From an optimization exercise on the open Yosys and OpenROAD flow, aimed at small area, a short achievable clock period and few clock cycles per item; shortcuts taken in it are not production practice. Function was checked by simulation only, so behaviour that the tests miss may differ from the original. Power and IR drop assume default switching activity.

==> run Y: inputs <==
## qad_peak_note
module qad_peak_note (
    input  wire        clk,
    input  wire        rst,           
    input  wire        in_valid,
    output wire        in_ready,
    input  wire [44:0] in_re,         
    input  wire [44:0] in_im,         
    input  wire [3:0]  log2n,         
    input  wire [19:0] sr,            
    output wire        out_valid,
    input  wire        out_ready,
    output wire [3:0]  code,          
    output wire [10:0] peak_bin,
    output wire [43:0] peak_mag,
    output wire [30:0] freq,          
    output wire [8:0]  note_key,      
    output wire [3:0]  note_pc,
    output wire [5:0]  note_oct,      
    output wire [15:0] note_name,     
    output wire [31:0] note_freq,     
    output wire [31:0] note_dev       
);
    localparam M  = 14;               
    localparam QW = 2 * M + 2;        
    localparam DW = 2 * M + 5;        
    localparam LB = M + 2;            
    reg         in_ready_r;
    reg         expect_first;         
    reg  [10:0] cnt;                  
    reg  [3:0]  l2n_q;
    reg  [19:0] sr_q;
    reg         acc_done;             
    reg         s1_v, s1_first, s1_last;
    reg  [44:0] s1_a, s1_b;           
    reg  [4:0]  s1_s;                 
    assign in_ready = in_ready_r;
    wire   in_fire  = in_valid && in_ready_r;
    wire [3:0]  cur_l2n  = expect_first ? log2n : l2n_q;
    wire [10:0] nxt_idx  = expect_first ? 11'd0 : cnt + 11'd1;
    wire [11:0] half     = 12'd1 << (cur_l2n - 4'd1);
    wire        nxt_last = ({1'b0, nxt_idx} == half - 12'd1);
    wire [43:0] y_re = in_re[43:0] ^ {44{in_re[44]}};
    wire [43:0] y_im = in_im[43:0] ^ {44{in_im[44]}};
    wire [43:0] y_or = y_re | y_im;
    reg  [5:0]  e_len;
    integer i;
    always @(*) begin
        e_len = 6'd0;
        for (i = 0; i < 44; i = i + 1)
            if (y_or[i]) e_len = i[5:0] + 6'd1;
    end
  ...
Settings: LEC_CHECK=0, CAP_MARGIN=20, CORE_MARGIN=2, CORE_UTILIZATION=40, SLEW_MARGIN=20; clock period 15.0 ns.
run.sh (not shown) runs the stock make flow with config.mk's settings and CLKGATE_MAP_FILE= SYNTH_SCRIPT=/design/flow/synth_recipe.tcl, a recipe that flattens the netlist after the stock synthesis.
==> run B (differences from run Y) <==
--- a/flow/design.v
+++ b/flow/design.v
@@ -26,94 +26,89 @@
     localparam LB = M + 2;            
     reg         in_ready_r;
     reg         expect_first;         
     reg  [10:0] cnt;                  
     reg  [3:0]  l2n_q;
     reg  [19:0] sr_q;
     reg         acc_done;             
     reg         s1_v, s1_first, s1_last;
-    reg  [44:0] s1_a, s1_b;           
+    reg  [43:0] s1_a, s1_b;           
+    reg  [M-1:0] s1_wa, s1_wb;        
+    reg         s1_ga, s1_gb;         
     reg  [4:0]  s1_s;                 
     assign in_ready = in_ready_r;
     wire   in_fire  = in_valid && in_ready_r;
     wire [3:0]  cur_l2n  = expect_first ? log2n : l2n_q;
     wire [10:0] nxt_idx  = expect_first ? 11'd0 : cnt + 11'd1;
     wire [11:0] half     = 12'd1 << (cur_l2n - 4'd1);
     wire        nxt_last = ({1'b0, nxt_idx} == half - 12'd1);
+    wire [44:0] re_neg = 45'd0 - in_re;
+    wire [44:0] im_neg = 45'd0 - in_im;
+    wire [43:0] re_abs = in_re[44] ? re_neg[43:0] : in_re[43:0];
+    wire [43:0] im_abs = in_im[44] ? im_neg[43:0] : in_im[43:0];
     wire [43:0] y_re = in_re[43:0] ^ {44{in_re[44]}};
     wire [43:0] y_im = in_im[43:0] ^ {44{in_im[44]}};
     wire [43:0] y_or = y_re | y_im;
     reg  [5:0]  e_len;
     integer i;
     always @(*) begin
         e_len = 6'd0;
         for (i = 0; i < 44; i = i + 1)
             if (y_or[i]) e_len = i[5:0] + 6'd1;
     end
     wire [5:0]  e_sub = e_len - M;
     wire [4:0]  s_in  = (e_len > M) ? e_sub[4:0] : 5'd0;
-    reg         r_v, r_first, r_last;
-    reg  [QW-1:0] r_r0, r_r1;
-    reg  [4:0]  r_s;
-    reg  [10:0] r_idx;
-    reg  [44:0] x2_a, x2_b;
-    wire [43:0] ysh_a = s1_a[43:0] >> s1_s;
-    wire [43:0] ysh_b = s1_b[43:0] >> s1_s;
-    wire        g_a   = s1_a[44] && (s1_s == 5'd0);
-    wire        g_b   = s1_b[44] && (s1_s == 5'd0);
-    wire [QW-1:0] sq_r0, sq_r1;
-    qad_sq2 u_sq (.a(ysh_a[M-1:0]), .b(ysh_b[M-1:0]), .ga(g_a), .gb(g_b),
-                  .r0(sq_r0), .r1(sq_r1));
+    wire [43:0] ysh_re = y_re >> s_in;
+    wire [43:0] ysh_im = y_im >> s_in;
     localparam [1:0] S_RUN    = 2'd0,    
                      S_FBWAIT = 2'd1,    
                      S_FBCALC = 2'd2,    
                      S_FBCMP  = 2'd3;    
     reg  [1:0]  st;
     reg  [43:0] c_a, c_b;             
-    reg  [44:0] cand_a, cand_b;       
+    reg  [43:0] cand_a, cand_b;       
     reg  [10:0] cand_k;
     reg  [QW-1:0] cand_q;
     reg  [4:0]  cand_s;
-    reg         ev_gt_q;              
     reg  [10:0] best_k;
     reg  [QW-1:0] q_b;                
     reg  [4:0]  s_b;                  
     reg         fe_pend;              
-    wire [QW-1:0] q_k = r_r0 + r_r1;
-    wire [5:0] s_k1 = {1'b0, r_s} + 6'd1;
+    wire [QW-1:0] sq_r0, sq_r1;
+    qad_sq2 u_sq (.a(s1_wa), .b(s1_wb), .ga(s1_ga), .gb(s1_gb), .r0(sq_r0), .r1(sq_r1));
+    wire [QW-1:0] q_k = sq_r0 + sq_r1;
+    wire [5:0] s_k1 = {1'b0, s1_s} + 6'd1;
     wire [5:0] s_b1 = {1'b0, s_b} + 6'd1;
-    wire d_eq  = (r_s == s_b);
-    wire d_p1  = ({1'b0, r_s} == s_b1);
+    wire d_eq  = (s1_s == s_b);
+    wire d_p1  = ({1'b0, s1_s} == s_b1);
     wire d_m1  = (s_k1 == {1'b0, s_b});
-    wire d_big = ({1'b0, r_s} > s_b1);
+    wire d_big = ({1'b0, s1_s} > s_b1);
     wire [DW-1:0] qb_al = d_m1 ? {1'b0, q_b, 2'b00} :
                           d_p1 ? {5'b0, q_b[QW-1:2]} : {3'b0, q_b};
-    wire [DW-1:0] csa_x = {3'b0, r_r0};
-    wire [DW-1:0] csa_y = {3'b0, r_r1};
+    wire [DW-1:0] csa_x = {3'b0, sq_r0};
+    wire [DW-1:0] csa_y = {3'b0, sq_r1};
     wire [DW-1:0] csa_z = ~qb_al;
     wire [DW-1:0] csa_s = csa_x ^ csa_y ^ csa_z;
     wire [DW-1:0] csa_c = (csa_x & csa_y) | (csa_x & csa_z) | (csa_y & csa_z);
     wire [DW-1:0] dq    = csa_s + {csa_c[DW-2:0], 1'b1};
     wire d_neg  = dq[DW-1];
     wire ge_b   = !d_neg && (|dq[DW-2:LB]);        
     wire ge_b2  = !d_neg && (|dq[DW-2:LB-1]);      
     wire ge_4b  = !d_neg && (|dq[DW-2:LB+2]);      
     wire ge_1   = !d_neg && (|dq[DW-2:0]);         
     wire le_mb  = d_neg && !(&dq[DW-2:LB]);        
     wire le_0   = d_neg || !(|dq[DW-2:0]);         
     wire gt_sure = d_big || (d_eq && ((s_b == 5'd0) ? ge_1 : ge_b))
                          || (d_p1 && ge_b2) || (d_m1 && ge_4b);
     wire near    = d_eq || d_p1 || d_m1;
-    wire lt_sure = !d_big && (!near || ((r_s == 5'd0) ? le_0 : le_mb));
-    wire ev      = (st == S_RUN) && r_v;
-    wire ev_gt   = ev && (r_first || gt_sure);
-    wire ev_unc  = ev && !r_first && !gt_sure && !lt_sure;
-    wire [43:0] cand_abs_a = cand_a[43:0] + {43'd0, cand_a[44]};
-    wire [43:0] cand_abs_b = cand_b[43:0] + {43'd0, cand_b[44]};
+    wire lt_sure = !d_big && (!near || ((s1_s == 5'd0) ? le_0 : le_mb));
+    wire ev      = (st == S_RUN) && s1_v;
+    wire ev_gt   = ev && (s1_first || gt_sure);
+    wire ev_unc  = ev && !s1_first && !gt_sure && !lt_sure;
     reg         ex_busy, ex_fb, acc_full, pb_valid;
     reg  [5:0]  ex_cnt;
     reg  [45:0] ex_hi;
     reg  [43:0] ex_lo;
     reg  [87:0] p_best;               
     wire        xa_bit = c_a[ex_cnt];
     wire        xb_bit = c_b[ex_cnt];
     wire [46:0] ex_sum = {1'b0, ex_hi} + (xa_bit ? {3'b0, c_a} : 47'd0)
@@ -139,17 +134,17 @@
     reg  [31:0] dev;
     reg  [4:0]  p;
     reg  [4:0]  q;
     reg  [3:0]  rr;
     reg  [4:0]  sc;
     reg         out_v;
     reg         map_done;
     wire post_free = !isq_busy && (pst == P_IDLE) && !map_done && !out_v;
-    wire handoff   = fe_pend && (st == S_RUN) && !ev_gt_q && !ex_busy && pb_valid && post_free;
+    wire handoff   = fe_pend && (st == S_RUN) && !ex_busy && pb_valid && post_free;
     wire [4:0]  hb_idx = {1'b0, l2n_p} - 5'd2 - {1'b0, pcnt};
     wire        h_bit  = !hb_idx[4] && pk[hb_idx[3:0]];
     wire [30:0] v_next = {v[29:0], 1'b0} + (h_bit ? {11'd0, sr_p} : 31'd0);
     reg [30:0] tq;
     always @(*) begin
         case (pcnt)
             4'd0:  tq = 31'd1129491589;
             4'd1:  tq = 31'd1196654653;
@@ -220,94 +215,83 @@
     assign note_pc   = dc ? 4'd0  : pc;
     assign note_oct  = dc ? 6'd0  : oct;
     assign note_name = dc ? 16'd0 : name;
     reg [1:0] st_nx;
     always @(*) begin
         st_nx = st;
         case (st)
             S_RUN:    if (ev_unc) st_nx = S_FBWAIT;
-            S_FBWAIT: if (!ex_busy && pb_valid && !isq_busy && !ev_gt_q) st_nx = S_FBCALC;
+            S_FBWAIT: if (!ex_busy && pb_valid && !isq_busy) st_nx = S_FBCALC;
             S_FBCALC: if (ex_cnt == 6'd43) st_nx = S_FBCMP;
             default:  st_nx = S_RUN;
         endcase
     end
-    wire r_adv       = s1_v && (!r_v || ev);               
-    wire s1_v_nx     = in_fire || (s1_v && !r_adv);
-    wire r_v_nx      = r_adv || (r_v && !ev);
+    wire s1_v_nx     = in_fire || (s1_v && !ev);
     wire acc_done_nx = (acc_done && !handoff) || (in_fire && nxt_last);
-    wire ex_start    = ev_gt_q;                            
+    wire ex_start    = ev_gt;                              
     wire fb_start    = (st == S_FBWAIT) && (st_nx == S_FBCALC);
     always @(posedge clk) begin
         if (rst) begin
             in_ready_r   <= 1'b0;
             expect_first <= 1'b1;
             acc_done     <= 1'b0;
             s1_v         <= 1'b0;
-            r_v          <= 1'b0;
             st           <= S_RUN;
-            ev_gt_q      <= 1'b0;
             fe_pend      <= 1'b0;
             ex_busy      <= 1'b0;
             ex_fb        <= 1'b0;
             acc_full     <= 1'b0;
             pb_valid     <= 1'b0;
             isq_busy     <= 1'b0;
             pst          <= P_IDLE;
             out_v        <= 1'b0;
             map_done     <= 1'b0;
         end else begin
             st         <= st_nx;
             s1_v       <= s1_v_nx;
-            r_v        <= r_v_nx;
             acc_done   <= acc_done_nx;
-            in_ready_r <= !acc_done_nx && (!s1_v_nx || !r_v_nx || st_nx == S_RUN);
-            ev_gt_q    <= ev_gt;
+            in_ready_r <= !acc_done_nx && (!s1_v_nx || st_nx == S_RUN);
             if (in_fire) begin
-                s1_a     <= {in_re[44], y_re};
-                s1_b     <= {in_im[44], y_im};
+                s1_a     <= re_abs;
+                s1_b     <= im_abs;
+                s1_wa    <= ysh_re[M-1:0];
+                s1_wb    <= ysh_im[M-1:0];
+                s1_ga    <= in_re[44] && (s_in == 5'd0);
+                s1_gb    <= in_im[44] && (s_in == 5'd0);
                 s1_s     <= s_in;
                 s1_first <= expect_first;
                 s1_last  <= nxt_last;
                 cnt      <= nxt_idx;
                 expect_first <= nxt_last;
                 if (expect_first) begin
                     l2n_q <= log2n;
                     sr_q  <= sr;
                 end
             end
-            if (r_adv) begin
-                r_r0    <= sq_r0;
-                r_r1    <= sq_r1;
-                r_s     <= s1_s;
-                r_first <= s1_first;
-                r_last  <= s1_last;
-                r_idx   <= cnt;
-                x2_a    <= s1_a;
-                x2_b    <= s1_b;
-            end
-            if (ev && r_last)
+            if (ev && s1_last)
                 fe_pend <= 1'b1;
             if (ev_gt) begin
-                q_b <= q_k;
-                s_b <= r_s;
+                c_a    <= s1_a;
+                c_b    <= s1_b;
+                best_k <= cnt;
+                q_b    <= q_k;
+                s_b    <= s1_s;
             end
             if (ev) begin
-                cand_a <= x2_a;
-                cand_b <= x2_b;
-                cand_k <= r_idx;
+                cand_a <= s1_a;
+                cand_b <= s1_b;
+                cand_k <= cnt;
                 cand_q <= q_k;
-                cand_s <= r_s;
+                cand_s <= s1_s;
             end
-            if (ev_gt_q || fb_start) begin
-                c_a <= cand_abs_a;
-                c_b <= cand_abs_b;
+            if (fb_start) begin
+                c_a <= cand_a;
+                c_b <= cand_b;
             end
-            if (ev_gt_q)
-                best_k <= cand_k;
             if (ex_start || fb_start) begin
                 ex_busy  <= 1'b1;
                 ex_fb    <= fb_start;
                 ex_cnt   <= 6'd0;
                 ex_hi    <= 46'd0;
                 acc_full <= 1'b0;
                 if (ex_start)
                     pb_valid <= 1'b0;
==> reports/qor.yml <==
synth:
  ys_seq_elements: 1049
grt:
  grt_max_degree: 154
pwr:
  p_per_area_nw_per_um2: 127.0
outcome:
  status: "timing/DRC/antenna clean"
[end of results for run Y]
==> reports/qor.yml <==
synth:
  ys_seq_elements: 908
layout:
  largest_reg_flops: 88
clocking:
  clk_latency_ps: 750
pwr:
  p_per_area_nw_per_um2: 166.5
outcome:
  status: "timing/DRC/antenna clean"
worst_setup_path:
  max_stage_delay_ps: 720
grt:
  grt_max_degree: 117
[end of results for run B]
Testbench counts of run Y, summed over its fixed seeds: cycles 112,590, bins 108,544.
Testbench counts of run B, summed over its fixed seeds: cycles 112,309, bins 108,544.

[port drivers added, routing unchanged]
The flow's constraints put no driver on any port. The routed layouts listed below were extracted and timed again, unchanged, in two steps.
Step 1 assumes that a clkbuf_16 drives the clock port and a buf_2 every other input.
Step 2 also shifts input and output timing later by t, the mid clock arrival at the registers, as if the neighbouring blocks saw the same clock.
Slacks: ideal / step 1 / step 2; pairs: ideal / step 1.
run	t, ns	slack for setup (ns)	worst setup path at the end	latest minus earliest clock arrival (ns)	worst register clock-pin slew, ns
run Y	0.823	7.321 / 7.321 / 7.321	register to register	0.082 / 0.082	0.07 / 0.07
run B	0.808	5.591 / 5.591 / 5.591	register to register	0.061 / 0.061	0.07 / 0.07
After both steps setup and hold are still met in every run listed.
